Context: an optimization exercise on an open-source flow, tuned for small area. The choices shown serve that exercise and are no tape-out recipe.
The RTL was checked by simulation tests, not by an equivalence proof against the original design.
Power figures rest on the tool's default switching activity, not on a simulated workload. The flow treats the clock pin as an ideal source, which a real chip does not have.

## flow/run.sh

```bash
#!/bin/bash
# synth_recipe.tcl (not shown) runs the flow's synth.tcl, then flattens the netlist and writes it again
# the make line also repeats each setting of config.mk as NAME=value (left out here)
make -C /OpenROAD-flow-scripts/flow DESIGN_CONFIG=/design/flow/config.mk WORK_HOME=/design/flow/orfs CLKGATE_MAP_FILE= SYNTH_SCRIPT=/design/flow/synth_recipe.tcl finish
```

## flow/config.mk

```make
export PLATFORM = sky130hd
export DESIGN_NAME = ppogatt_te
export DESIGN_NICKNAME = ppogatt_te
export VERILOG_FILES = /design/flow/design.v
export SDC_FILE = /design/flow/constraint.sdc
export NUM_CORES = 4
export LEC_CHECK = 0
export CAP_MARGIN = 20
export CORE_MARGIN = 2
export CORE_UTILIZATION = 40
export PLACE_DENSITY = 0.6
export SLEW_MARGIN = 20
```

## flow/constraint.sdc

```tcl
create_clock -name core_clock -period 10.0 [get_ports {clk}]
set_input_delay 2.0000 -clock core_clock [delete_from_list [all_inputs] [get_ports {clk}]]
set_output_delay 2.0000 -clock core_clock [all_outputs]
set_load 0.01 [all_outputs]
```

## flow/design.v

```verilog
module ppogatt_te (
    input  wire         clk,
    input  wire         rst,             
    input  wire         init,            
    input  wire         tick,            
    input  wire         tx_ready_in,     
    input  wire         rx_valid,        
    input  wire [5:0]   rx_len,
    input  wire [255:0] rx_data,
    input  wire         sub_valid,       
    input  wire [5:0]   sub_len,
    input  wire [247:0] sub_data,
    output wire         sub_ready,
    output reg          sub_reject,      
    output wire         tx_valid,        
    output wire [5:0]   tx_len,
    output wire [255:0] tx_frame,
    input  wire         tx_busy,         
    output wire         deliver_valid,   
    output wire [4:0]   deliver_len,
    output wire [247:0] deliver_data,
    output wire         log_valid,       
    output wire [2:0]   log_code,
    output wire         conn_lost,       
    output wire [1:0]   link_state       
);
    localparam MAX_RETX        = 5;
    localparam RESET_MAX_RETRY = 5;
    localparam RTO_TICKS       = 6;
    localparam RESET_RTO_TICKS = 10;
    localparam BUSY_WAIT_TICKS = 3;
    localparam [1:0] L_DISC = 2'd0, L_AWAIT = 2'd1, L_EST = 2'd2;
    localparam [1:0] K_DATA = 2'd0, K_ACK = 2'd1, K_RESET_REQ = 2'd2,
                     K_RESET_ACK = 2'd3;
    localparam [2:0] LOG_MALFORMED = 3'd1, LOG_UNKNOWN_CMD = 3'd2,
                     LOG_BUSY_WAIT = 3'd3, LOG_RETX_CEIL = 3'd4,
                     LOG_RESET_CEIL = 3'd5;
    localparam [2:0] A_NONE = 3'd0, A_HOLD = 3'd1, A_RSTACK = 3'd2,
                     A_RSTREQ = 3'd3, A_RTIMEOUT = 3'd4, A_ACK = 3'd5,
                     A_RTO = 3'd6, A_NEWDATA = 3'd7;
    localparam RW = 259;     
    localparam TW = 253;     
    reg [1:0] link;
    reg       req_pending;
    reg [3:0] reset_age;
    reg [2:0] reset_retry;
    reg       rst_ack_pending;
    reg [RW-1:0] rxq [0:3];
    reg [1:0]    rxq_rd;
    reg [2:0]    rxq_cnt;
    reg [4:0] last_delivered;
    reg       ack_pending;
    reg [TW-1:0] txq [0:4];
    reg [4:0]    txq_rd;         
    reg [4:0]    txq_wr;         
    reg [2:0]    txq_cnt;
    reg       ofq_valid;
    reg [2:0] ofq_retx;
    reg [2:0] ofq_age;
    reg [4:0] next_tx_seq;
    reg       hold_valid;
    reg [1:0] hold_kind;
    reg [4:0] hold_seq;
    reg [1:0] wait_age;
    reg       ready_seen;
    reg       last_was_tx;
    wire [1:0] rxq_wr = rxq_rd + rxq_cnt[1:0];
    reg [RW-1:0] rx_head;
    integer k;
    always @* begin
        rx_head = {RW{1'b0}};
        for (k = 0; k < 4; k = k + 1)
            rx_head = rx_head | (rxq[k] & {RW{rxq_rd == k}});
    end
    wire [247:0] rx_payload = rx_head[258:11];
    wire         rx_isd     = rx_head[10];
    wire [4:0]   rx_seq     = rx_head[9:5];
    wire [4:0]   rx_lenf    = rx_head[4:0];
    wire         rx_empty   = !rx_isd && rx_lenf[3];
    wire [2:0]   rx_cmd     = rx_lenf[2:0];    
    wire [4:0] ofq_seq = next_tx_seq - 5'd1;
    wire [4:0] txq_out = {txq_rd[0], txq_rd[4:1]};
    wire       use_out = ofq_valid || hold_valid;
    wire [4:0] txq_sel = use_out ? txq_out : txq_rd;
    reg [TW-1:0] tx_slot;
    always @* begin
        tx_slot = {TW{1'b0}};
        for (k = 0; k < 5; k = k + 1)
            tx_slot = tx_slot | (txq[k] & {TW{txq_sel[k]}});
    end
    reg [2:0] tx_action;
    always @* begin
        if (hold_valid)
            tx_action = (ready_seen || wait_age == BUSY_WAIT_TICKS) ? A_HOLD : A_NONE;
        else if (rst_ack_pending)
            tx_action = A_RSTACK;
        else if (link == L_AWAIT && req_pending)
            tx_action = A_RSTREQ;
        else if (link == L_AWAIT && reset_age == RESET_RTO_TICKS)
            tx_action = A_RTIMEOUT;
        else if (link == L_EST && ack_pending)
            tx_action = A_ACK;
        else if (link == L_EST && ofq_valid && ofq_age == RTO_TICKS)
            tx_action = A_RTO;
        else if (link == L_EST && txq_cnt != 3'd0 && !ofq_valid)
            tx_action = A_NEWDATA;
        else
            tx_action = A_NONE;
    end
    wire rx_en = (rxq_cnt != 3'd0);
    wire tx_en = (tx_action != A_NONE);
    wire rx_go = rx_en && (!tx_en || last_was_tx);
    wire tx_go = tx_en && !rx_go;
    reg       send;
    reg [1:0] send_kind;
    reg [4:0] send_seq;
    always @* begin
        send      = 1'b0;
        send_kind = K_DATA;
        send_seq  = 5'd0;
        if (tx_go) begin
            case (tx_action)
                A_HOLD: begin
                    send      = 1'b1;
                    send_kind = hold_kind;
                    send_seq  = hold_seq;
                end
                A_RSTACK: begin
                    send      = 1'b1;
                    send_kind = K_RESET_ACK;
                end
                A_RSTREQ: begin
                    send      = 1'b1;
                    send_kind = K_RESET_REQ;
                end
                A_ACK: begin
                    send      = 1'b1;
                    send_kind = K_ACK;
                    send_seq  = last_delivered;
                end
                A_RTO: begin
                    if (ofq_retx < MAX_RETX) begin
                        send      = 1'b1;
                        send_seq  = ofq_seq;
                    end
                end
                A_NEWDATA: begin
                    send      = 1'b1;
                    send_seq  = next_tx_seq;
                end
                default: ;
            endcase
        end
    end
    wire send_data = (send_kind == K_DATA);
    assign tx_valid = send;
    assign tx_frame = {tx_slot[252:5], send_seq, 1'b0, send_kind};
    assign tx_len   = send_data ? ({1'b0, tx_slot[4:0]} + 6'd1) : 6'd1;
    wire send_ok = send && !tx_busy;
    wire [4:0] rx_dist    = rx_seq - last_delivered - 5'd1;
    wire       rx_is_data = rx_go && rx_isd && link == L_EST;
    wire       rx_inorder = rx_is_data && rx_dist == 5'd0;
    wire       rx_dup     = rx_is_data && rx_dist[4];
    assign deliver_valid = rx_inorder;
    assign deliver_len   = rx_lenf;
    assign deliver_data  = rx_payload;
    wire [4:0] retire_dist = ofq_seq - rx_seq;
    wire       retire_hit  = ofq_valid && (retire_dist == 5'd0 || retire_dist[4]);
    reg [2:0] log_c;
    reg       lost;
    always @* begin
        log_c = 3'd0;
        lost  = 1'b0;
        if (rx_go) begin
            if (rx_empty)
                log_c = LOG_MALFORMED;
            else if (!rx_isd && rx_cmd[2])
                log_c = LOG_UNKNOWN_CMD;
        end
        if (tx_go) begin
            case (tx_action)
                A_HOLD:     if (!ready_seen) log_c = LOG_BUSY_WAIT;
                A_RTO:      if (ofq_retx >= MAX_RETX) log_c = LOG_RETX_CEIL;
                A_RTIMEOUT: if (reset_retry >= RESET_MAX_RETRY) begin
                                log_c = LOG_RESET_CEIL;
                                lost  = 1'b1;
                            end
                default: ;
            endcase
        end
    end
    assign log_valid  = (log_c != 3'd0);
    assign log_code   = log_c;
    assign conn_lost  = lost;
    assign link_state = link;
    assign sub_ready  = (txq_cnt != 3'd4);
    reg [1:0] link_n;
    reg       req_pending_n;
    reg [3:0] reset_age_n;
    reg [2:0] reset_retry_n;
    reg       rst_ack_pending_n;
    reg [1:0] rxq_rd_n, rxq_wbase;
    reg [2:0] rxq_cnt_n;
    reg [4:0] last_delivered_n;
    reg       ack_pending_n;
    reg [4:0] txq_rd_n, txq_wbase, txq_wr_n;
    reg [2:0] txq_cnt_n;
    reg       ofq_valid_n;
    reg [2:0] ofq_retx_n, ofq_age_n;
    reg [4:0] next_tx_seq_n;
    reg       hold_valid_n;
    reg       hold_load;
    reg [1:0] wait_age_n;
    reg       ready_seen_n;
    reg       rx_push, tx_push;
    task clear_seq_state;
        begin
            last_delivered_n  = 5'd31;
            ack_pending_n     = 1'b0;
            ofq_valid_n       = 1'b0;
            next_tx_seq_n     = 5'd0;
            hold_valid_n      = 1'b0;
            wait_age_n        = 2'd0;
            ready_seen_n      = 1'b0;
            req_pending_n     = 1'b0;
            rst_ack_pending_n = 1'b0;
            reset_age_n       = 4'd0;
            reset_retry_n     = 3'd0;
        end
    endtask
    always @* begin
        link_n            = link;
        req_pending_n     = req_pending;
        reset_age_n       = reset_age;
        reset_retry_n     = reset_retry;
        rst_ack_pending_n = rst_ack_pending;
        rxq_rd_n          = rxq_rd;
        rxq_cnt_n         = rxq_cnt;
        last_delivered_n  = last_delivered;
        ack_pending_n     = ack_pending;
        txq_rd_n          = txq_rd;
        txq_cnt_n         = txq_cnt;
        ofq_valid_n       = ofq_valid;
        ofq_retx_n        = ofq_retx;
        ofq_age_n         = ofq_age;
        next_tx_seq_n     = next_tx_seq;
        hold_valid_n      = hold_valid;
        hold_load         = 1'b0;
        wait_age_n        = wait_age;
        ready_seen_n      = ready_seen;
        rx_push           = 1'b0;
        tx_push           = 1'b0;
        rxq_wbase         = rxq_wr;
        txq_wbase         = txq_wr;
        if (rx_go) begin
            rxq_rd_n  = rxq_rd + 2'd1;
            rxq_cnt_n = rxq_cnt - 3'd1;
            if (rx_isd) begin
                if (rx_inorder) begin
                    last_delivered_n = rx_seq;
                    ack_pending_n    = 1'b1;
                end else if (rx_dup) begin
                    ack_pending_n    = 1'b1;
                end
            end else if (!rx_empty) begin
                case (rx_cmd)
                    3'd1: begin  
                        if (link == L_EST && retire_hit)
                            ofq_valid_n = 1'b0;
                    end
                    3'd2: begin  
                        clear_seq_state;
                        rst_ack_pending_n = 1'b1;
                        link_n            = L_EST;
                    end
                    3'd3: begin  
                        if (link == L_AWAIT) begin
                            link_n        = L_EST;
                            req_pending_n = 1'b0;
                            reset_age_n   = 4'd0;
                            reset_retry_n = 3'd0;
                            if (hold_valid && hold_kind == K_RESET_REQ) begin
                                hold_valid_n = 1'b0;
                                wait_age_n   = 2'd0;
                                ready_seen_n = 1'b0;
                            end
                        end
                    end
                    default: ;
                endcase
            end
        end
        if (tx_go) begin
            case (tx_action)
                A_RSTACK:  rst_ack_pending_n = 1'b0;
                A_RSTREQ: begin
                    req_pending_n = 1'b0;
                    reset_age_n   = 4'd0;
                end
                A_RTIMEOUT: begin
                    if (reset_retry < RESET_MAX_RETRY) begin
                        reset_retry_n = reset_retry + 3'd1;
                        req_pending_n = 1'b1;
                    end else begin
                        link_n        = L_DISC;
                        reset_age_n   = 4'd0;
                        reset_retry_n = 3'd0;
                    end
                end
                A_ACK:     ack_pending_n = 1'b0;
                A_RTO: begin
                    if (ofq_retx < MAX_RETX) begin
                        ofq_retx_n = ofq_retx + 3'd1;
                    end else begin
                        clear_seq_state;
                        link_n        = L_AWAIT;
                        req_pending_n = 1'b1;
                    end
                end
                A_NEWDATA: begin
                    txq_rd_n      = {txq_rd[3:0], txq_rd[4]};
                    txq_cnt_n     = txq_cnt - 3'd1;
                    ofq_valid_n   = 1'b1;
                    ofq_retx_n    = 3'd0;
                    ofq_age_n     = 3'd0;
                    next_tx_seq_n = next_tx_seq + 5'd1;
                end
                default: ;
            endcase
            if (send) begin
                wait_age_n   = 2'd0;
                ready_seen_n = 1'b0;
                if (send_ok) begin
                    if (tx_action == A_HOLD)
                        hold_valid_n = 1'b0;
                    if (send_data && ofq_valid_n)
                        ofq_age_n = 3'd0;
                    if (send_kind == K_RESET_REQ && link_n == L_AWAIT)
                        reset_age_n = 4'd0;
                end else begin
                    hold_valid_n = 1'b1;
                    hold_load    = 1'b1;
                end
            end
        end
        if (init) begin
            clear_seq_state;
            rxq_rd_n      = 2'd0;
            rxq_cnt_n     = 3'd0;
            rxq_wbase     = 2'd0;
            txq_cnt_n     = 3'd0;
            txq_wbase     = txq_rd_n;
            link_n        = L_AWAIT;
            req_pending_n = 1'b1;
        end
        if (tick) begin
            if (ofq_valid_n && ofq_age_n != RTO_TICKS)
                ofq_age_n = ofq_age_n + 3'd1;
            if (link_n == L_AWAIT && !req_pending_n && reset_age_n != RESET_RTO_TICKS)
                reset_age_n = reset_age_n + 4'd1;
            if (hold_valid_n && wait_age_n != BUSY_WAIT_TICKS)
                wait_age_n = wait_age_n + 2'd1;
        end
        if (tx_ready_in && hold_valid_n)
            ready_seen_n = 1'b1;
        if (rx_valid && rx_len <= 6'd32 && rxq_cnt != 3'd4) begin
            rx_push   = 1'b1;
            rxq_cnt_n = rxq_cnt_n + 3'd1;
        end
        txq_wr_n = txq_wbase;
        if (sub_valid && sub_len <= 6'd31 && sub_ready) begin
            tx_push   = 1'b1;
            txq_cnt_n = txq_cnt_n + 3'd1;
            txq_wr_n  = {txq_wbase[3:0], txq_wbase[4]};
        end
    end
    wire       in_empty = (rx_len == 6'd0);
    wire       in_isd   = !in_empty && rx_data[2:0] == 3'd0;
    wire [5:0] in_lenm1 = rx_len - 6'd1;
    wire [4:0] in_lenf  = in_isd ? in_lenm1[4:0] : {1'b0, in_empty, rx_data[2:0]};
    wire [RW-1:0] rx_entry = {rx_data[255:8], in_isd, rx_data[7:3], in_lenf};
    wire [TW-1:0] tx_entry = {sub_data, sub_len[4:0]};
    always @(posedge clk) begin
        if (rst) begin
            link            <= L_DISC;
            req_pending     <= 1'b0;
            reset_age       <= 4'd0;
            reset_retry     <= 3'd0;
            rst_ack_pending <= 1'b0;
            rxq_rd          <= 2'd0;
            rxq_cnt         <= 3'd0;
            last_delivered  <= 5'd31;
            ack_pending     <= 1'b0;
            txq_rd          <= 5'b00001;
            txq_wr          <= 5'b00001;
            txq_cnt         <= 3'd0;
            ofq_valid       <= 1'b0;
            ofq_retx        <= 3'd0;
            ofq_age         <= 3'd0;
            next_tx_seq     <= 5'd0;
            hold_valid      <= 1'b0;
            wait_age        <= 2'd0;
            ready_seen      <= 1'b0;
            last_was_tx     <= 1'b0;
            sub_reject      <= 1'b0;
        end else begin
            link            <= link_n;
            req_pending     <= req_pending_n;
            reset_age       <= reset_age_n;
            reset_retry     <= reset_retry_n;
            rst_ack_pending <= rst_ack_pending_n;
            rxq_rd          <= rxq_rd_n;
            rxq_cnt         <= rxq_cnt_n;
            last_delivered  <= last_delivered_n;
            ack_pending     <= ack_pending_n;
            txq_rd          <= txq_rd_n;
            txq_wr          <= txq_wr_n;
            txq_cnt         <= txq_cnt_n;
            ofq_valid       <= ofq_valid_n;
            ofq_retx        <= ofq_retx_n;
            ofq_age         <= ofq_age_n;
            next_tx_seq     <= next_tx_seq_n;
            hold_valid      <= hold_valid_n;
            wait_age        <= wait_age_n;
            ready_seen      <= ready_seen_n;
            if (rx_go)
                last_was_tx <= 1'b0;
            else if (tx_go)
                last_was_tx <= 1'b1;
            sub_reject      <= sub_valid && sub_len > 6'd31;
        end
    end
    always @(posedge clk) begin
        for (k = 0; k < 4; k = k + 1)
            if (!rst && rx_push && rxq_wbase == k)
                rxq[k] <= rx_entry;
        for (k = 0; k < 5; k = k + 1)
            if (!rst && tx_push && txq_wbase[k])
                txq[k] <= tx_entry;
        if (hold_load) begin
            hold_kind <= send_kind;
            hold_seq  <= send_seq;
        end
    end
endmodule
```

==> results.yml, run 1 <==
run_status:
  status: "no timing/DRC/antenna violations"
grt:
  met1_usage: 0.279
  grt_usage: 0.217
  use_met2: 0.335
  grt_pass1_wl_mm: 345
  grt_most_used_layer: "met2"
  grt_max_degree: 157
  grt_pass1_vias: 47400
  overflow: 0
  antenna_found_initial: 101
  globalRouteMet3Util: 0.0870
clock_tree:
  cts_max_path_buffers: 3
  holdBufCountCts: 0
  cts-root-buf: "clkbuf_16"
  cts_resized: 0
  htreeDepth: 4
  postCtsSetupRepairBufs: 0
  cts_buffers: 234
  cts_tree: "done"
  clk_latency_ps: 900
  cts_num_sinks: 2361
  clkTransAtPathRegs_ps: 60
synthesis:
  avgSynthCellArea_sq_um: 18.2
  ys_types: 80
  synth_area_leaders: "edfxtp_1 82%, a22oi_1 6.8%, a222oi_1 3.0%"
  synthTopCellsByCount: "2308 x edfxtp_1, 766 x a22oi_1, 546 x nand2_1"
  async_reset_ff_frac: 0
  synth-seq-cells: 2361
  synth_cells: 4669
  synth_edf_count: 2308
  yosysTopAreaCell: "edfxtp_1"
  ys.flop_type: "edfxtp_1"
  syn_nets: 5225
  yosysTopAreaCellShare: 0.816
  ys_warn_count: 3
  yosysMostFrequentCell: "edfxtp_1"
  synth_area_sq_um: 84900
  yosysSeqAreaShare: 0.829
sta:
  tightestPinTransition_ps: 1230
  rsz0062_at_grt: "false"
  fin_worst_skew_ps: 91.7
  setup_viol: 0
  hold_slack_ps: 520
  hold_viol_final: 0
  fmax_mhz: 138
  finalCriticalPeriod_ps: 7250
  period_share: 0.725
  slew_violations: 0
  maxSlewHeadroom: 0.182
power:
  powerDensity_nw_per_um2: 205
  p_clk_frac: 0.392
  power.leakage_nw: 34.2
  p_switching_mw: 4.95
  ir_drop_uv: 217
  combPwrFrac: 0.096
  swShare: 0.227
  pwr-share-seq: 0.512
  total_power_mw: 21.8
  p_int_mw: 16.9
critical_path:
  end_kind: "output pin"
  path_common_cell: "inv_1"
  crit_family: "compound AO/OA/AOI/OAI gates"
  crit_buf_inv: 3
  crit_slowest_cell: "clkdlybuf4s50_1"
  path_class: "reg -> out"
  crit_path_cell_trace: "inv_1 -> ha_4 -> a22o_1 -> a221oi_1 -> inv_1 -> ha_1 -> a21oi_1 -> xnor2_1 -> o311ai_0 -> o311ai_1 -> nor3_4 -> clkdlybuf4s50_1"
  cp.required_ps: 8000
  slowest_delay_ps: 670
  cp_max_fo: 49
  critPathLaunchType: "flop"
  crit_arrival_ps: 5250
run:
  drv_cap: 0
floorplan:
  initial_core_util: 0.401
  die_y_um: 465
  die_area_sq_um: 216000
  rows: 169
  pin_count: 1050
  core_sq_um: 211000
  die_w_um: 465
route:
  drc_errors: 0
  drtIter0Drc: 5869
  vias: 49100
  wl_per_cell_um: 27.7
  firstDrtPassIters: 8
  antenna_left: 0
  viasPerCell: 5.60
  wl_mm: 244
cells_and_area:
  drive_gt1_frac: 0.0698
  nFillCells: 17200
  nets: 6290
  final_util: 0.503
  area_growth_pct: 25.3
place:
  port_buffers: 1048
  place_congestion: 0.842
  dpl.hpwl_mm: 149
hold_path:
  min_path_type: "reg -> reg"
## registers in the layout, indices dropped and copies added (netlist names), 2 cells and up
signal          flops
wait_age            2
ofq_age             3
txq_rd              5
hold_seq            5
txq_wr              5
reset_retry         3
rxq_rd              2
reset_age           4
hold_kind           2
next_tx_seq         5
ofq_retx            3
rxq              1036
txq              1265
last_delivered      5
txq_cnt             3
rxq_cnt             3
link                2
## through the flow
step	cells	area (sq um)	worst slack (ps)	TNS (ps)
global placement	8319	98700	3680	0
floorplan	4669	84900	-4370	-2263910
finish	8783	106000	2750	0
global route	8769	106000	2440	0
CTS	8750	106000	2730	0
detailed placement	8319	98700	3680	0
## worst min-delay path, stage by stage, from the launching register on
cell	delay (ps)
dfxtp_1	330
o21ai_0	80
a21oi_1	60
## cells in the final DEF (no fill, tap or decap), drive strengths merged, types with 5 or more instances in the layout
cell / count
dfxtp: 53
and2: 19
o21a: 5
nor3b: 5
a22oi: 766
o21ai: 26
edfxtp: 2308
nor3: 22
nand2: 547
nor2b: 9
clkbuf: 300
xor2: 12
mux2i: 13
nand3b: 8
nor2: 77
ha: 31
o311ai: 6
clkinv: 106
inv: 44
clkdlybuf4s50: 1048
nand4: 5
o211ai: 7
bufinv: 19
a221oi: 9
a31oi: 7
a21o: 5
nor4: 7
a222oi: 255
nand3: 17
xnor2: 17
buf: 56
a21oi: 41
diode: 33
mux2: 6
or3: 6
and3: 8
## area by class of cell
| cell class | count | area [sq um] | share of cell area |
|---|---|---|---|
| Inverter | 41 | 154 | 0.00145 |
| Clock buffer | 300 | 6180 | 0.0581 |
| Multi-Input combinational cell | 1992 | 13500 | 0.127 |
| Tap cell | 2821 | 3530 | 0.0332 |
| Timing Repair Buffer | 1104 | 11200 | 0.105 |
| Antenna cell | 33 | 82.6 | 0.000777 |
| Sequential cell | 2361 | 70400 | 0.662 |
| Clock inverter | 131 | 1380 | 0.0130 |
## per-layer routing
metal	routed length (um)	vias to the layer above
met5	633	-
met4	7490	102
met3	26300	430
met2	114000	2121
met1	95400	25000
li1	-	21400
## power groups by stage
stage | Sequential (mW) | Combinational [mW] | Clock [mW]
final | 11.2 | 2.09 | 8.55
after global routing | 11.2 | 2.22 | 9.12
after CTS | 11.2 | 2.11 | 8.73
after detailed placement | 11.4 | 2.10 | 0
after global placement | 11.4 | 2.09 | 0
after floorplan | 11.4 | 0.782 | 0
## cell families after synthesis
logic type,after synthesis,share of synthesized area
flops,2361,0.829
fa+ha+maj,33,0.00492
compound gates,1165,0.110
mux,19,0.00233
xor+xnor,29,0.00299
simple gates,745,0.0369
buf+inv,316,0.0142
other cells,1,0.0000442
## path summary, 6_finish.rpt
kind | startpoint | end | slack (ps) | cells after the start
max | rxq_rd[0] | deliver_valid | 2750 | 12
min | reset_retry[2] | reset_retry[2] | 520 | 2
max reg2reg | link[1] | txq[2][207] | 4830 | 9
min reg2reg | reset_retry[2] | reset_retry[2] | 520 | 2
==> inputs of run 2 (changes only) <==
--- a/flow/config.mk
+++ b/flow/config.mk
@@ -9,4 +9,6 @@
 export CORE_MARGIN = 2
 export CORE_UTILIZATION = 40
+export CTS_BUF_LIST = sky130_fd_sc_hd__clkbuf_4 sky130_fd_sc_hd__clkbuf_8
+export CTS_CLUSTER_SIZE = 20
 export PLACE_DENSITY = 0.6
 export SLEW_MARGIN = 20
==> results.yml, run 2 <==
run_status:
  status: "no timing/DRC/antenna violations"
cells_and_area:
  reg_top3: "txq (1265), rxq (1036)"
  final_util: 0.502
  mostFrequentLayoutCells: "2308 x edfxtp_1, 1048 x clkdlybuf4s50_1, 766 x a22oi_1, 546 x nand2_1, 404 x clkbuf_8"
  final_common_cell: "edfxtp_1"
  nets: 6453
  largest-register: "txq"
  largest_register_ffs: 1265
  area_growth_pct: 25.0
  drive_gt1_frac: 0.110
  fin_cells: 9051
route:
  wl_mm: 246
  firstDrtPassIters: 9
  drtIter0Drc: 5433
  antenna_left: 0
  wl_per_cell_um: 27.2
  drc_errors: 0
  vias: 49900
  viasPerCell: 5.52
synthesis:
  synth-seq-cells: 2361
  ys_warn_count: 3
  ys.flop_type: "edfxtp_1"
  yosysMostFrequentCell: "edfxtp_1"
  yosysTopAreaCell: "edfxtp_1"
  avgSynthCellArea_sq_um: 18.2
  yosysTopAreaCellShare: 0.816
  syn_nets: 5225
  synth_area_sq_um: 84900
  synthTopCellsByCount: "2308 x edfxtp_1, 766 x a22oi_1, 546 x nand2_1"
  synth_edf_count: 2308
  yosysSeqAreaShare: 0.829
  async_reset_ff_frac: 0
  synth_cells: 4669
  synth_area_leaders: "edfxtp_1 82%, a22oi_1 6.8%, a222oi_1 3.0%"
  ys_types: 80
run:
  drv_cap: 0
sta:
  hold_viol_final: 0
  tightestPinTransition_ps: 1190
  period_share: 0.738
  rsz0062_at_grt: "false"
  maxSlewHeadroom: 0.204
  hold_slack_ps: 521
  finalCriticalPeriod_ps: 7380
  fin_worst_skew_ps: 147
  fmax_mhz: 136
  setup_viol: 0
  slew_violations: 0
place:
  port_buffers: 1048
  place_congestion: 0.842
  placed_cells: 8319
  dpl.hpwl_mm: 149
clock_tree:
  cts_num_sinks: 2361
  clkTransAtPathRegs_ps: 60
  cts_buffers: 397
  cts_resized: 0
  clk_latency_ps: 1120
  holdBufCountCts: 0
  cts_tree: "done"
  postCtsSetupRepairBufs: 0
  cts_max_path_buffers: 4
  htreeDepth: 5
  cts-root-buf: "clkbuf_8"
critical_path:
  cp.required_ps: 8000
  crit_path_cell_trace: "inv_1 -> ha_4 -> a22o_1 -> a221oi_1 -> inv_1 -> ha_1 -> a21oi_1 -> xnor2_1 -> o311ai_0 -> o311ai_1 -> nor3_4 -> clkdlybuf4s50_1"
  slowest_delay_ps: 670
  reg2reg_depth: 9
  end_kind: "output pin"
  path_depth: 12
  critPathLaunchType: "flop"
  cp_max_fo: 49
  path_class: "reg -> out"
  path_common_cell: "inv_1"
  crit_slowest_cell: "clkdlybuf4s50_1"
  crit_family: "compound AO/OA/AOI/OAI gates"
  crit_arrival_ps: 5380
  crit_buf_inv: 3
floorplan:
  pin_count: 1050
  core_sq_um: 211000
  die_area_sq_um: 216000
  die_w_um: 465
  initial_core_util: 0.401
  die_y_um: 465
  rows: 169
power:
  powerDensity_nw_per_um2: 200
  ir_drop_uv: 141
  power.leakage_nw: 34.4
grt:
  grt_pass1_vias: 49100
  overflow: 0
  grt_max_degree: 157
  antenna_found_initial: 109
  grt_usage: 0.219
  grt_pass1_wl_mm: 349
hold_path:
  min_path_type: "reg -> reg"
  hold_path_depth: 2
-- run 2: cell counts after synthesis --
Identical to the previous run, type by type.
-- run 2: worst reg2reg max path, stage by stage (launching register included) --
cell     delay, ps
dfxtp_1        440
nor2b_2        410
and4_1         460
o211a_1        280
and3_1         650
mux2i_1        210
a21oi_1        300
and2_4         540
buf_12         570
buf_4          930
-- run 2: path summary, 6_finish.rpt --
kind | startpoint | end | slack [ps]
worst max register to register | link[1] | txq[2][207] | 4770
worst min register to register | reset_retry[2] | reset_retry[2] | 520
worst max-delay path | rxq_rd[0] | deliver_valid | 2620
worst min-delay path | reset_retry[2] | reset_retry[2] | 520
-- run 2: logic make-up (layout without fill, tap and decap cells) --
kind of cell,Yosys count,in the layout,synth area share
AND/OR/NAND/NOR,745,745,0.0369
AO/OA/AOI/OAI,1165,1165,0.110
XOR/XNOR,29,29,0.00299
other,1,36,0.0000442
flip-flops,2361,2361,0.829
multiplexers,19,19,0.00233
buffers and inverters,316,1842,0.0142
adder cells (fa/ha/maj),33,33,0.00492
-- run 2: area by class of cell --
| type | count | area [sq um] |
|---|---|---|
| Sequential cell | 2361 | 70400 |
| Antenna cell | 35 | 87.6 |
| Multi-Input combinational cell | 1992 | 13500 |
| Clock inverter | 154 | 751 |
| Fill cell | 17400 | 105000 |
| Clock buffer | 543 | 6600 |
| Tap cell | 2821 | 3530 |
| Timing Repair Buffer | 1104 | 11200 |
| Inverter | 41 | 154 |
-- run 2: where the power goes --
group          switching [mW]  leakage [nW]  internal (mW)
clock                    3.72          3.90           4.30
combinational            1.20          9.19          0.890
sequential             0.0557          21.3           11.1
total                    4.98          34.4           16.3
-- run 2: metal layers --
metal | vias to the layer above | part of all wire | GRT usage
li1 | 21800 | - | -
met1 | 25300 | 0.39 | 0.277
met2 | 2233 | 0.47 | 0.337
met3 | 496 | 0.11 | 0.0929
met4 | 96 | 0.030 | 0.0811
met5 | - | 0.0025 | 0
-- run 2: stage by stage --
step / instance area [sq um] / TNS, ps / power, mW / setup WS (ps)
after floorplan: 84900 / -2263910 / 12.2 / -4370
after global placement: 98700 / 0 / 13.4 / 3680
after detailed placement: 98700 / 0 / 13.5 / 3680
after CTS: 106000 / 0 / 21.5 / 2520
after global routing: 106000 / 0 / 22.0 / 2260
final: 106000 / 0 / 21.3 / 2620
==> inputs of run 3 (changes only) <==
--- a/flow/design.v
+++ b/flow/design.v
@@ -119,11 +119,10 @@
         send_kind = K_DATA;
         send_seq  = 5'd0;
-        if (tx_go) begin
+        if (hold_valid) begin
+            send      = tx_go;
+            send_kind = hold_kind;
+            send_seq  = hold_seq;
+        end else if (tx_go) begin
             case (tx_action)
-                A_HOLD: begin
-                    send      = 1'b1;
-                    send_kind = hold_kind;
-                    send_seq  = hold_seq;
-                end
                 A_RSTACK: begin
                     send      = 1'b1;
@@ -210,5 +209,4 @@
     reg [4:0] next_tx_seq_n;
     reg       hold_valid_n;
-    reg       hold_load;
     reg [1:0] wait_age_n;
     reg       ready_seen_n;
@@ -246,5 +244,4 @@
         next_tx_seq_n     = next_tx_seq;
         hold_valid_n      = hold_valid;
-        hold_load         = 1'b0;
         wait_age_n        = wait_age;
         ready_seen_n      = ready_seen;
@@ -340,5 +337,4 @@
                 end else begin
                     hold_valid_n = 1'b1;
-                    hold_load    = 1'b1;
                 end
             end
@@ -438,8 +434,6 @@
             if (!rst && tx_push && txq_wbase[k])
                 txq[k] <= tx_entry;
-        if (hold_load) begin
-            hold_kind <= send_kind;
-            hold_seq  <= send_seq;
-        end
+        hold_kind <= send_kind;
+        hold_seq  <= send_seq;
     end
 endmodule
==> flow/flow/run.sh (new file) <==
#!/bin/bash
# Standard layout, with two changes to how it is made:
#  - the port buffers that buffer_ports inserts are buf_1 cells
#  - clock tree synthesis uses larger sink clusters and inserts no dummy loads
set -uo pipefail
export BUFFER_PORTS_ARGS="-buffer_cell sky130_fd_sc_hd__buf_1"
export CTS_ARGS="-sink_clustering_enable -repair_clock_nets -dont_use_dummy_load -sink_clustering_size 26 -sink_clustering_max_diameter 100"
bash standard.sh > standard.log 2>&1
rc=$?
tail -20 standard.log
exit $rc
==> flow/standard.sh (new file) <==
#!/bin/bash
# synth_recipe.tcl (not shown) runs the flow's synth.tcl, then flattens the netlist and writes it again
# the make line also repeats each setting of config.mk as NAME=value (left out here)
make -C /OpenROAD-flow-scripts/flow DESIGN_CONFIG=/design/flow/config.mk WORK_HOME=/design/flow/orfs CLKGATE_MAP_FILE= SYNTH_SCRIPT=/design/flow/synth_recipe.tcl "${@:-finish}"
--- a/flow/config.mk
+++ b/flow/config.mk
@@ -8,7 +8,5 @@
 export CAP_MARGIN = 20
 export CORE_MARGIN = 2
-export CORE_UTILIZATION = 40
-export CTS_BUF_LIST = sky130_fd_sc_hd__clkbuf_4 sky130_fd_sc_hd__clkbuf_8
-export CTS_CLUSTER_SIZE = 20
-export PLACE_DENSITY = 0.6
+export CORE_UTILIZATION = 55
+export PLACE_DENSITY = 0.7
 export SLEW_MARGIN = 20
removed: flow/run.sh
==> results.yml, run 3 <==
clock_tree:
  cts_num_sinks: 2361
  postCtsSetupRepairBufs: 0
  holdBufCountCts: 0
  cts_tree: "done"
  cts_buffers: 101
  cts_max_path_buffers: 3
  cts-root-buf: "clkbuf_16"
  htreeDepth: 3
  clk_latency_ps: 770
  clkTransAtPathRegs_ps: 110
  cts_resized: 0
synthesis:
  synth_edf_count: 2301
  synthTopCellsByCount: "2301 x edfxtp_1, 764 x a22oi_1, 558 x nand2_1"
  ys_warn_count: 3
  synth-seq-cells: 2361
  synth_area_sq_um: 84800
  synth_area_leaders: "edfxtp_1 81%, a22oi_1 6.8%, a222oi_1 3.0%"
  ys_types: 82
  synth_cells: 4663
  avgSynthCellArea_sq_um: 18.2
  yosysTopAreaCellShare: 0.814
  yosysTopAreaCell: "edfxtp_1"
  syn_nets: 5219
  ys.flop_type: "edfxtp_1"
  async_reset_ff_frac: 0
  yosysSeqAreaShare: 0.829
  yosysMostFrequentCell: "edfxtp_1"
hold_path:
  min_path_type: "reg -> reg"
  holdCritStartpoint: "hold_seq[2]"
sta:
  period_share: 0.718
  fmax_mhz: 139
  hold_viol_final: 0
  worst_slack_ps: 2820
  tightestPinTransition_ps: 1210
  slew_violations: 0
  setup_viol: 0
  maxSlewHeadroom: 0.194
  fin_worst_skew_ps: 132
  finalCriticalPeriod_ps: 7180
  rsz0062_at_grt: "false"
grt:
  grt_most_used_layer: "met2"
  grt_max_degree: 168
  use_met2: 0.430
  overflow: 0
  globalRouteMet3Util: 0.0755
  met1_usage: 0.357
  antenna_found_initial: 99
  grt_usage: 0.273
  grt_pass1_vias: 46200
  grt_pass1_wl_mm: 317
floorplan:
  rows: 144
  pin_count: 1050
  initial_core_util: 0.552
  core_sq_um: 154000
  die_w_um: 397
  die_area_sq_um: 157000
  die_y_um: 397
critical_path:
  cp.required_ps: 8000
  end_kind: "output pin"
  cp_max_fo: 69
  crit_arrival_ps: 5180
  worstSetupStartpoint: "hold_valid"
  critPathLaunchType: "flop"
  worstReg2RegStart: "link[1]"
  path_class: "reg -> out"
power:
  p_int_mw: 13.5
  pwr-share-seq: 0.628
  swShare: 0.244
  powerDensity_nw_per_um2: 190
  ir_drop_uv: 182
  p_clk_frac: 0.254
  combPwrFrac: 0.118
  total_power_mw: 17.8
  p_switching_mw: 4.35
  power.leakage_nw: 28.9
route:
  viasPerCell: 6.36
  vias: 49000
  drtIter0Drc: 6787
  wl_per_cell_um: 28.9
  wl_mm: 223
  antenna_left: 0
  firstDrtPassIters: 10
  drc_errors: 0
cells_and_area:
  mostFrequentLayoutCells: "2301 x edfxtp_1, 1047 x buf_1, 764 x a22oi_1, 558 x nand2_1, 255 x a222oi_1"
  fin_cells: 7710
  drive_gt1_frac: 0.0363
  reg_top3: "txq (1265), rxq (1036)"
  largest_register_ffs: 1265
  area_growth_pct: 10.6
  final_common_cell: "edfxtp_1"
  largest-register: "txq"
  nets: 6152
  nFillCells: 11100
place:
  place_congestion: 0.893
  port_buffers: 1048
  dpl.hpwl_mm: 139
  dp_slack_ps: 3690
  placed_cells: 7535
run_status:
  status: "no timing/DRC/antenna violations"
run:
  drv_cap: 0
## run 3: routing by layer
metal  up-vias  routed length [um]
li1      21000                   -
met5         -                 357
met3       415               24100
met2      2670              109000
met4        54                8800
met1     24900               80800
## run 3: final timing paths
kind              endpoint  cells after the start  slack, ps
min            hold_seq[2]                      1        480
max reg2reg    txq[4][190]                     10       4770
max          tx_frame[147]                      7       2820
min reg2reg    hold_seq[2]                      1        480
## run 3: area by class of cell
| type | count | area, sq um | share of cell area |
|---|---|---|---|
| Clock buffer | 101 | 2530 | 0.0269 |
| Timing Repair Buffer | 1105 | 4570 | 0.0487 |
| Inverter | 42 | 158 | 0.00168 |
| Sequential cell | 2361 | 70300 | 0.749 |
| Antenna cell | 72 | 180 | 0.00192 |
| Tap cell | 2044 | 2560 | 0.0273 |
| Multi-Input combinational cell | 1985 | 13600 | 0.144 |
## run 3: critical path, stage by stage (launching register included)
cell and delay, ps:
dfxtp_1 530, nor2_1 720, mux2_8 620, buf_4 770
buf_4 860, a222oi_1 220, nand2_1 140, buf_1 350
## run 3: per-stage QoR
stage	hold slack, ps	TNS (ps)	area (sq um)	util
2_1_floorplan	443	-2476950	84900	-
3_3_place_gp	443	0	91100	0.593
3_5_place_dp	457	0	91100	0.593
4_1_cts	481	0	93600	0.609
5_1_grt	498	0	93800	0.610
6_report	480	0	93800	0.611
## run 3: cells by family (layout without fill, tap and decap cells)
kind of cell,count (synthesis),count (layout),share of synthesized area
xor gates and xnor gates,26,26,0.00268
muxes,20,20,0.00243
buffers and inverters,317,1248,0.0141
other,1,73,0.0000442
AOI/OAI and AO/OA,1174,1174,0.111
DFF,2361,2361,0.829
adders and majority gates,32,32,0.00481
and+or+nand+nor,732,732,0.0358
## run 3: power by group through the flow
stage          Clock [mW]  Sequential, mW  Combinational, mW
2_1_floorplan           0            11.5               1.07
4_1_cts              4.61            11.2               2.10
6_report             4.53            11.2               2.10
3_3_place_gp            0            11.4               2.07
5_1_grt              4.91            11.2               2.25
3_5_place_dp            0            11.4               2.09
==> inputs of run 4 (changes only) <==
--- a/flow/flow/run.sh
+++ b/flow/flow/run.sh
@@ -5,5 +5,5 @@
 set -uo pipefail
 export BUFFER_PORTS_ARGS="-buffer_cell sky130_fd_sc_hd__buf_1"
-export CTS_ARGS="-sink_clustering_enable -repair_clock_nets -dont_use_dummy_load -sink_clustering_size 26 -sink_clustering_max_diameter 100"
+export CTS_ARGS="-sink_clustering_enable -repair_clock_nets -dont_use_dummy_load -sink_clustering_size 32 -sink_clustering_max_diameter 100"
 bash standard.sh > standard.log 2>&1
 rc=$?
--- a/flow/config.mk
+++ b/flow/config.mk
@@ -6,7 +6,7 @@
 export NUM_CORES = 4
 export LEC_CHECK = 0
-export CAP_MARGIN = 20
+export CAP_MARGIN = 10
 export CORE_MARGIN = 2
 export CORE_UTILIZATION = 55
 export PLACE_DENSITY = 0.7
-export SLEW_MARGIN = 20
+export SLEW_MARGIN = 10
==> results.yml, run 4 <==
sta:
  fin_worst_skew_ps: 129
  fmax_mhz: 141
  setup_viol: 0
  maxSlewHeadroom: 0.183
  finalCriticalPeriod_ps: 7100
  tightestPinTransition_ps: 1230
  hold_viol_final: 0
  period_share: 0.710
  worst_slack_ps: 2900
  hold_slack_ps: 485
  slew_violations: 0
  rsz0062_at_grt: "false"
  tns_ps: 0
critical_path:
  slowest_delay_ps: 840
  end_kind: "output pin"
  cp.required_ps: 8000
  crit_arrival_ps: 5100
  cp_max_fo: 69
  crit_family: "buffers and inverters"
  critPathLaunchType: "flop"
  crit_slowest_cell: "buf_4"
  path_common_cell: "buf_4"
  path_class: "reg -> out"
  crit_buf_inv: 3
  crit_path_cell_trace: "nor2_1 -> mux2_8 -> buf_4 -> buf_4 -> a222oi_1 -> nand2_1 -> buf_1"
synthesis:
  yosysTopAreaCell: "edfxtp_1"
  synth_edf_count: 2301
  ys.flop_type: "edfxtp_1"
  ys_types: 82
  yosysMostFrequentCell: "edfxtp_1"
  synth_area_leaders: "edfxtp_1 81%, a22oi_1 6.8%, a222oi_1 3.0%"
  ys_warn_count: 3
  synth_cells: 4663
  synth_area_sq_um: 84800
  avgSynthCellArea_sq_um: 18.2
  synthTopCellsByCount: "2301 x edfxtp_1, 764 x a22oi_1, 558 x nand2_1"
  yosysSeqAreaShare: 0.829
  synth-seq-cells: 2361
  syn_nets: 5219
  yosysTopAreaCellShare: 0.814
  async_reset_ff_frac: 0
clock_tree:
  cts_max_path_buffers: 3
  cts_buffers: 85
  htreeDepth: 3
  clk_latency_ps: 780
  holdBufCountCts: 0
  cts-root-buf: "clkbuf_16"
  clkTransAtPathRegs_ps: 120
  cts_tree: "done"
  cts_resized: 0
  cts_num_sinks: 2361
  postCtsSetupRepairBufs: 0
grt:
  grt_pass1_vias: 46100
  antenna_found_initial: 92
  overflow: 0
  grt_usage: 0.272
  grt_max_degree: 168
  grt_pass1_wl_mm: 316
route:
  drc_errors: 0
  viasPerCell: 6.36
  firstDrtPassIters: 8
  vias: 48900
  drtIter0Drc: 6689
  antenna_left: 0
  wl_mm: 222
  wl_per_cell_um: 28.9
place:
  dp_slack_ps: 3690
  port_buffers: 1048
  dpl.hpwl_mm: 139
  placed_cells: 7535
  place_congestion: 0.893
run_status:
  status: "no timing/DRC/antenna violations"
floorplan:
  die_area_sq_um: 157000
  die_y_um: 397
  initial_core_util: 0.552
  die_w_um: 397
  rows: 144
  core_sq_um: 154000
  pin_count: 1050
power:
  powerDensity_nw_per_um2: 188
  ir_drop_uv: 180
  power.leakage_nw: 28.7
hold_path:
  min_path_type: "reg -> reg"
run:
  drv_cap: 0
cells_and_area:
  area_growth_pct: 10.1
  mostFrequentLayoutCells: "2301 x edfxtp_1, 1047 x buf_1, 764 x a22oi_1, 558 x nand2_1, 255 x a222oi_1"
  final_common_cell: "edfxtp_1"
  nets: 6134
  reg_top3: "txq (1265), rxq (1036)"
  largest_register_ffs: 1265
  drive_gt1_frac: 0.0332
  largest-register: "txq"
  fin_cells: 7685
-- run 4: cell counts after synthesis --
No cell type changed its count.
-- run 4: worst paths after layout --
| path | start | endpoint | slack [ps] | depth (start not counted) |
|---|---|---|---|---|
| setup / recovery | hold_valid | tx_frame[147] | 2900 | 7 |
| setup reg to reg | link[1] | txq[4][211] | 4540 | 9 |
| hold / removal | hold_seq[2] | hold_seq[2] | 480 | 1 |
| hold reg to reg | hold_seq[2] | hold_seq[2] | 480 | 1 |
-- run 4: cell type report --
cell class                 instances  area, sq um
timing repair buffer            1103         4540
clock buffer                      85         2130
sequential                      2361        70300
fill                           11200        60300
tap                             2044         2560
multi-input combinational       1985        13600
inverter                          42          158
antenna                           65          163
-- run 4: metrics by stage --
| stage | util | instance area [sq um] | power (mW) |
|---|---|---|---|
| after global routing | 0.607 | 93400 | 18.0 |
| after floorplan | - | 84900 | 12.6 |
| after global placement | 0.593 | 91100 | 13.5 |
| after detailed placement | 0.593 | 91100 | 13.5 |
| final | 0.608 | 93400 | 17.5 |
| after CTS | 0.607 | 93200 | 17.6 |
-- run 4: worst reg2reg max path, cell delays in order (launching register included) --
cell      delay (ps)
dfxtp_1          590
nand2b_2         240
or4b_4           620
a311oi_4         470
o211ai_1         530
mux2i_1          280
a21o_1           270
nor3_4           840
buf_4            680
buf_4            610
-- run 4: metal layers --
layer / part of all wire / vias to the layer above / wire (um) / global-route usage
met5: 0.0018 / - / 397 / 0
met4: 0.045 / 58 / 9980 / 0.121
met3: 0.11 / 443 / 23500 / 0.0768
met2: 0.48 / 2606 / 107000 / 0.430
met1: 0.36 / 24900 / 80900 / 0.353
li1: - / 20900 / - / -
-- run 4: cell families after synthesis --
group           share of synthesized area
buf+inv                            0.0141
flops                               0.829
mux                               0.00243
compound gates                      0.111
xor+xnor                          0.00268
other cells                     0.0000442
fa+ha+maj                         0.00481
simple gates                       0.0358
-- run 4: report_power, final --
group          switching, mW  internal (mW)  total (mW)
Sequential            0.0700           11.1        11.2
Combinational           1.55          0.551        2.10
Clock                   2.67           1.54        4.21
Total                   4.29           13.2        17.5
==> inputs of run 5 (changes only) <==
--- a/flow/design.v
+++ b/flow/design.v
@@ -427,11 +427,21 @@
         end
     end
+    reg [3:0] rx_load, rx_keep;
+    reg [4:0] tx_load, tx_keep;
+    always @* begin
+        for (k = 0; k < 4; k = k + 1) begin
+            rx_load[k] = !rst && rx_push && rxq_wbase == k;
+            rx_keep[k] = !init && !(rxq_wr == k && rxq_cnt != 3'd4);
+        end
+        for (k = 0; k < 5; k = k + 1) begin
+            tx_load[k] = !rst && tx_push && txq_wbase[k];
+            tx_keep[k] = !init && !(txq_wr[k] && sub_ready);
+        end
+    end
     always @(posedge clk) begin
         for (k = 0; k < 4; k = k + 1)
-            if (!rst && rx_push && rxq_wbase == k)
-                rxq[k] <= rx_entry;
+            rxq[k] <= (rx_entry & {RW{rx_load[k]}}) | (rxq[k] & {RW{rx_keep[k]}});
         for (k = 0; k < 5; k = k + 1)
-            if (!rst && tx_push && txq_wbase[k])
-                txq[k] <= tx_entry;
+            txq[k] <= (tx_entry & {TW{tx_load[k]}}) | (txq[k] & {TW{tx_keep[k]}});
         hold_kind <= send_kind;
         hold_seq  <= send_seq;
--- a/flow/flow/run.sh
+++ b/flow/flow/run.sh
@@ -5,5 +5,5 @@
 set -uo pipefail
 export BUFFER_PORTS_ARGS="-buffer_cell sky130_fd_sc_hd__buf_1"
-export CTS_ARGS="-sink_clustering_enable -repair_clock_nets -dont_use_dummy_load -sink_clustering_size 32 -sink_clustering_max_diameter 100"
+export CTS_ARGS="-sink_clustering_enable -repair_clock_nets -dont_use_dummy_load -sink_clustering_size 26 -sink_clustering_max_diameter 100"
 bash standard.sh > standard.log 2>&1
 rc=$?
--- a/flow/config.mk
+++ b/flow/config.mk
@@ -6,7 +6,7 @@
 export NUM_CORES = 4
 export LEC_CHECK = 0
-export CAP_MARGIN = 10
+export CAP_MARGIN = 20
 export CORE_MARGIN = 2
 export CORE_UTILIZATION = 55
 export PLACE_DENSITY = 0.7
-export SLEW_MARGIN = 10
+export SLEW_MARGIN = 20
==> results.yml, run 5 <==
run_status:
  status: "no timing/DRC/antenna violations"
power:
  p_switching_mw: 4.44
  p_clk_frac: 0.286
  power.leakage_nw: 35.3
  combPwrFrac: 0.114
  powerDensity_nw_per_um2: 180
  ir_drop_uv: 144
  swShare: 0.270
  pwr-share-seq: 0.601
  total_power_mw: 16.4
  p_int_mw: 12.0
route:
  wl_mm: 283
  drc_errors: 0
  wl_per_cell_um: 28.0
  viasPerCell: 6.94
  antenna_left: 0
  vias: 69900
  drtIter0Drc: 9580
  firstDrtPassIters: 10
synthesis:
  synth_cells: 7499
  syn_nets: 8055
  synth-xor-area-share: 0.00302
  muxShareOfSynthArea: 0.00174
  synth_area_leaders: "dfxtp_1 56%, a22o_1 24%, a22oi_1 6.8%"
  synth_edf_count: 0
  synth_area_sq_um: 84100
  yosysMostFrequentCell: "dfxtp_1"
  yosys.area_share.adder: 0.00485
  synthSimpleGateAreaFrac: 0.0365
  synthTopCellsByCount: "2361 x dfxtp_1, 2291 x a22o_1, 767 x a22oi_1"
  ys_warn_count: 3
  yosysTopAreaCellShare: 0.562
  yosysSeqAreaShare: 0.562
  synth_top_family_by_area: "compound AO/OA/AOI/OAI gates"
  yosysTopAreaCell: "dfxtp_1"
  ys_types: 77
  ys.flop_type: "dfxtp_1"
  synth_compound_area_frac: 0.352
  synth-seq-cells: 2361
  avgSynthCellArea_sq_um: 11.2
  async_reset_ff_frac: 0
cells_and_area:
  fin_cells: 10100
  nets: 8506
  reg_top3: "txq (1265), rxq (1036)"
  final_common_cell: "dfxtp_1"
  area_growth_pct: 8.59
  mostFrequentLayoutCells: "2361 x dfxtp_1, 2291 x a22o_1, 1046 x buf_1, 767 x a22oi_1, 561 x nand2_1"
  final_util: 0.601
  drive_gt1_frac: 0.0292
  largest_register_ffs: 1265
  largest-register: "txq"
  design_area_sq_um: 91300
floorplan:
  die_w_um: 395
  die_area_sq_um: 156000
  core_sq_um: 152000
  initial_core_util: 0.554
  rows: 143
  pin_count: 1050
  die_y_um: 395
place:
  dp_slack_ps: 3730
  place_congestion: 0.884
  port_buffers: 1048
  dpl.hpwl_mm: 165
  dpl-instance-area_sq_um: 88500
  placed_cells: 9874
critical_path:
  reg2reg_depth: 15
  worstReg2RegStart: "rxq_rd[0]"
  cp_max_fo: 71
  rrSetupSlack_ps: 4690
  critPathLaunchType: "flop"
  rr_endpoint: "reset_age[0]"
  cp.required_ps: 8000
  end_kind: "output pin"
  path_class: "reg -> out"
  crit_arrival_ps: 5100
sta:
  hold_slack_ps: 468
  period_share: 0.710
  tns_ps: 0
  finalCriticalPeriod_ps: 7100
  tightestPinTransition_ps: 1390
  worst_slack_ps: 2900
  setup_viol: 0
  rsz0062_at_grt: "false"
  fin_worst_skew_ps: 60.2
  maxSlewHeadroom: 0.0749
  hold_viol_final: 0
  fmax_mhz: 141
  slew_violations: 0
grt:
  grt_pass1_wl_mm: 420
  grt_max_degree: 187
  use_met2: 0.496
  antenna_found_initial: 121
  grt_usage: 0.338
  globalRouteMet3Util: 0.0710
  grt_most_used_layer: "met2"
  met1_usage: 0.464
  overflow: 0
  grt_pass1_vias: 65100
run:
  drv_cap: 0
clock_tree:
  cts_max_path_buffers: 3
  clkTransAtPathRegs_ps: 110
  cts_num_sinks: 2361
  cts_buffers: 101
  cts_tree: "done"
  cts_resized: 0
  postCtsSetupRepairBufs: 0
  cts-root-buf: "clkbuf_16"
  holdBufCountCts: 0
  clk_latency_ps: 750
  htreeDepth: 3
hold_path:
  worstHoldEndpoint: "rxq[2][3]"
  holdCritStartpoint: "rxq[2][3]"
  hold_path_depth: 2
  min_path_type: "reg -> reg"
-- run 5: changes by cell type after synthesis, moves of 22 or more --
cell / before / now
dfxtp_1: 60 / 2361
edfxtp_1: 2301 / 0
a22o_1: 2 / 2291
clkbuf_1: 243 / 629
buf_2: 4 / 91
buf_4: 1 / 23
-- run 5: cell families after synthesis --
logic type,count (synthesis)
AOI/OAI and AO/OA,3489
xor gates and xnor gates,29
adders and majority gates,32
buffers and inverters,831
DFF,2361
muxes,14
other,1
and+or+nand+nor,742
-- run 5: critical path: stages, from the launching register on --
cell	delay [ps]
dfxtp_1	410
inv_1	200
ha_4	560
buf_4	840
a22oi_1	150
nand2_1	170
inv_1	90
fa_1	460
nor2_1	150
a21oi_1	80
a2111o_1	440
nor4b_2	320
buf_1	370
-- run 5: how the worst max path moves through the flow --
stage | start | endpoint | slack, ps | cells after the start
final | rxq_rd[1] | deliver_valid | 2900 | 12
after global routing | rxq_rd[1] | deliver_valid | 2690 | 12
after CTS | rxq_rd[1] | deliver_valid | 2910 | 12
after detailed placement | rxq_rd[1] | deliver_valid | 3730 | 12
after global placement | rxq_rd[0] | deliver_valid | 3790 | 12
after floorplan | rxq_rd[1] | deliver_valid | 5050 | 13
-- run 5: cell type report --
class,instances,area [sq um]
diodes,95,238
clock buffers,101,2530
fillers,12800,60600
inverters,45,169
multi-input cells,4307,33800
flip-flops and latches,2361,47300
well taps,2030,2540
repair buffers,1134,4790
-- run 5: power by group through the flow --
stage                     Clock, mW  Sequential, mW  Combinational (mW)
after floorplan                   0            10.0                1.06
after global placement            0            10.1                1.80
after detailed placement          0            10.1                1.83
after CTS                      4.75            9.85                1.83
after global routing           5.07            9.89                1.96
final                          4.69            9.86                1.86
-- run 5: per-layer routing --
metal | wire length [um] | vias to the layer above
li1 | - | 30400
met1 | 115000 | 35200
met2 | 125000 | 3748
met3 | 27800 | 545
met4 | 14200 | 62
met5 | 437 | -
==> inputs of run 6 (changes only) <==
--- a/flow/flow/run.sh
+++ b/flow/flow/run.sh
@@ -5,5 +5,5 @@
 set -uo pipefail
 export BUFFER_PORTS_ARGS="-buffer_cell sky130_fd_sc_hd__buf_1"
-export CTS_ARGS="-sink_clustering_enable -repair_clock_nets -dont_use_dummy_load -sink_clustering_size 26 -sink_clustering_max_diameter 100"
+export CTS_ARGS="-sink_clustering_enable -repair_clock_nets -dont_use_dummy_load -sink_clustering_size 28 -sink_clustering_max_diameter 100"
 bash standard.sh > standard.log 2>&1
 rc=$?
--- a/flow/config.mk
+++ b/flow/config.mk
@@ -8,5 +8,5 @@
 export CAP_MARGIN = 20
 export CORE_MARGIN = 2
-export CORE_UTILIZATION = 55
-export PLACE_DENSITY = 0.7
+export CORE_UTILIZATION = 65
+export PLACE_DENSITY = 0.8
 export SLEW_MARGIN = 20
==> results.yml, run 6 <==
run_status:
  status: "no timing/DRC/antenna violations"
power:
  power.leakage_nw: 35.1
  p_switching_mw: 4.37
  pwr-share-seq: 0.609
  ir_drop_uv: 196
  p_int_mw: 11.9
  swShare: 0.269
  combPwrFrac: 0.113
  total_power_mw: 16.2
  powerDensity_nw_per_um2: 179
  p_clk_frac: 0.278
clock_tree:
  cts_max_path_buffers: 3
  clkTransAtPathRegs_ps: 110
  cts_buffers: 94
  clk_latency_ps: 750
  postCtsSetupRepairBufs: 0
  cts_resized: 0
  cts_num_sinks: 2361
  holdBufCountCts: 0
  htreeDepth: 3
  cts-root-buf: "clkbuf_16"
  cts_tree: "done"
place:
  dpl.hpwl_mm: 164
  port_buffers: 1048
  place_congestion: 0.925
  dp_slack_ps: 3710
  placed_cells: 9562
route:
  antenna_left: 0
  vias: 71300
  viasPerCell: 7.30
  wl_per_cell_um: 28.6
  drc_errors: 0
  wl_mm: 279
  drtIter0Drc: 11100
  firstDrtPassIters: 11
synthesis:
  ys_types: 77
  syn_nets: 8055
  async_reset_ff_frac: 0
  ys.flop_type: "dfxtp_1"
  yosysTopAreaCell: "dfxtp_1"
  synth_edf_count: 0
  yosysSeqAreaShare: 0.562
  synth_area_leaders: "dfxtp_1 56%, a22o_1 24%, a22oi_1 6.8%"
  synth_area_sq_um: 84100
  avgSynthCellArea_sq_um: 11.2
  synth-seq-cells: 2361
  synthTopCellsByCount: "2361 x dfxtp_1, 2291 x a22o_1, 767 x a22oi_1"
  ys_warn_count: 3
  yosysMostFrequentCell: "dfxtp_1"
  yosysTopAreaCellShare: 0.562
  synth_cells: 7499
cells_and_area:
  fin_cells: 9776
  reg_top3: "txq (1265), rxq (1036)"
  drive_gt1_frac: 0.0266
  final_common_cell: "dfxtp_1"
  nets: 8485
  area_growth_pct: 7.90
  final_util: 0.709
  largest_register_ffs: 1265
  mostFrequentLayoutCells: "2361 x dfxtp_1, 2291 x a22o_1, 1046 x buf_1, 767 x a22oi_1, 561 x nand2_1"
  largest-register: "txq"
sta:
  hold_viol_final: 0
  tightestPinTransition_ps: 1230
  rsz0062_at_grt: "false"
  worst_slack_ps: 2850
  slew_violations: 0
  fmax_mhz: 140
  finalCriticalPeriod_ps: 7150
  setup_viol: 0
  maxSlewHeadroom: 0.177
  period_share: 0.715
  tns_ps: 0
  fin_worst_skew_ps: 50.2
floorplan:
  core_sq_um: 128000
  die_y_um: 364
  die_area_sq_um: 132000
  rows: 131
  pin_count: 1050
  die_w_um: 364
  initial_core_util: 0.657
grt:
  grt_max_degree: 196
  overflow: 0
  antenna_found_initial: 138
  grt_pass1_vias: 65700
  grt_usage: 0.395
  grt_pass1_wl_mm: 414
hold_path:
  min_path_type: "reg -> reg"
  holdCritStartpoint: "hold_seq[4]"
critical_path:
  reg2reg_depth: 16
  cp.required_ps: 8000
  path_class: "reg -> out"
  crit_arrival_ps: 5150
  rrSetupSlack_ps: 4470
  crit_end: "tx_len[5]"
  cp_max_fo: 99
  critPathLaunchType: "flop"
  end_kind: "output pin"
  worstReg2RegStart: "rxq_rd[1]"
  rr_endpoint: "reset_age[0]"
  worstSetupStartpoint: "hold_valid"
run:
  drv_cap: 0
run 6: cell types whose count changed in the layout (fill, tap and decap cells not counted):
cell / change
buf_4: -16
o41ai_1: -1
diode_2: +25
a311oi_2: -1
clkbuf_16: -7
buf_16: -2
buf_12: +4
a311oi_1: +1
o41ai_2: +1
run 6: power groups by stage:
stage	Sequential, mW	Combinational (mW)	Clock, mW
after floorplan	10.0	1.06	0
after global placement	10.1	1.75	0
after detailed placement	10.1	1.78	0
after CTS	9.86	1.79	4.53
after global routing	9.90	1.92	4.82
final	9.88	1.83	4.52
run 6: through the flow:
step,cell area [sq um],hold WS [ps]
2_1_floorplan,84100,425
3_3_place_gp,88000,434
3_5_place_dp,88100,443
4_1_cts,90400,467
5_1_grt,90700,486
6_report,90700,469
run 6: cell families (layout without fill, tap and decap cells):
| kind of cell | Yosys count | after routing | share of synthesized area |
|---|---|---|---|
| AOI/OAI and AO/OA | 3489 | 3489 | 0.352 |
| DFF | 2361 | 2361 | 0.562 |
| buffers and inverters | 831 | 1259 | 0.0396 |
| and+or+nand+nor | 742 | 742 | 0.0365 |
| adders and majority gates | 32 | 32 | 0.00485 |
| xor gates and xnor gates | 29 | 29 | 0.00302 |
| muxes | 14 | 14 | 0.00174 |
| other | 1 | 121 | 0.0000446 |
run 6: layer usage:
metal  routed length (um)  share of wire  vias to the layer above  GRT usage
met1               104000           0.37                    35500      0.506
met5                  432         0.0015                        -          0
met3                31900           0.11                      850      0.108
met2               123000           0.44                     4490      0.580
li1                     -              -                    30400          -
met4                20200          0.072                       64      0.273
run 6: how the worst min path moves through the flow:
stage,to,slack [ps],cells after the start
4_1_cts,rxq[2][0],470,2
2_1_floorplan,rxq[1][10],430,2
3_3_place_gp,rxq[3][0],430,2
3_5_place_dp,rxq[2][0],440,2
6_report,hold_seq[4],470,1
5_1_grt,rxq[2][3],490,2
run 6: final cells by class:
| cell class | instances | area (sq um) |
|---|---|---|
| well taps | 1729 | 2160 |
| inverters | 45 | 169 |
| flip-flops and latches | 2361 | 47300 |
| fillers | 9590 | 37300 |
| diodes | 120 | 300 |
| repair buffers | 1120 | 4700 |
| multi-input cells | 4307 | 33800 |
| clock buffers | 94 | 2350 |
run 6: critical path, stage by stage (launching register included):
cell      delay [ps]
dfxtp_1          550
nor2_1           720
mux2_8           860
buf_4            980
nand2_1          100
and3_1           260
a211oi_1         270
nor4b_1          270
buf_1            260

-- port drivers added, routing unchanged --
How much do the figures lean on ideal ports? The routed layouts below were timed once more, with nothing changed but the port constraints. Step 1 assumes that a clkbuf_16 drives the clock port and a buf_2 every other input. Step 2 adds t to the input delays and takes it off the output delays; t is the mean of the earliest and latest rising clock arrival at the registers after step 1. Input paths then give back, and output paths get back, about the clock's delay inside the block. Slacks: ideal / step 1 / step 2; pairs: ideal / step 1.
run | shift t [ns] | setup slack, ns | hold WS [ns] | slew at the worst register clock pin (ns)
run 1 | 0.940 | 2.747 / 2.655 / 3.595 | 0.520 / 0.520 / 0.520 | 0.07 / 0.07
run 2 | 1.125 | 2.622 / 2.534 / 3.659 | 0.521 / 0.521 / 0.521 | 0.06 / 0.06
run 3 | 0.788 | 2.823 / 2.737 / 3.525 | 0.480 / 0.480 / 0.480 | 0.11 / 0.11
run 4 | 0.799 | 2.900 / 2.815 / 3.614 | 0.485 / 0.485 / 0.485 | 0.12 / 0.12
run 5 | 0.811 | 2.898 / 2.804 / 3.615 | 0.468 / 0.468 / 0.468 | 0.11 / 0.11
run 6 | 0.801 | 2.855 / 2.775 / 3.576 | 0.469 / 0.469 / 0.469 | 0.11 / 0.11
After both steps every run listed still meets setup and hold.
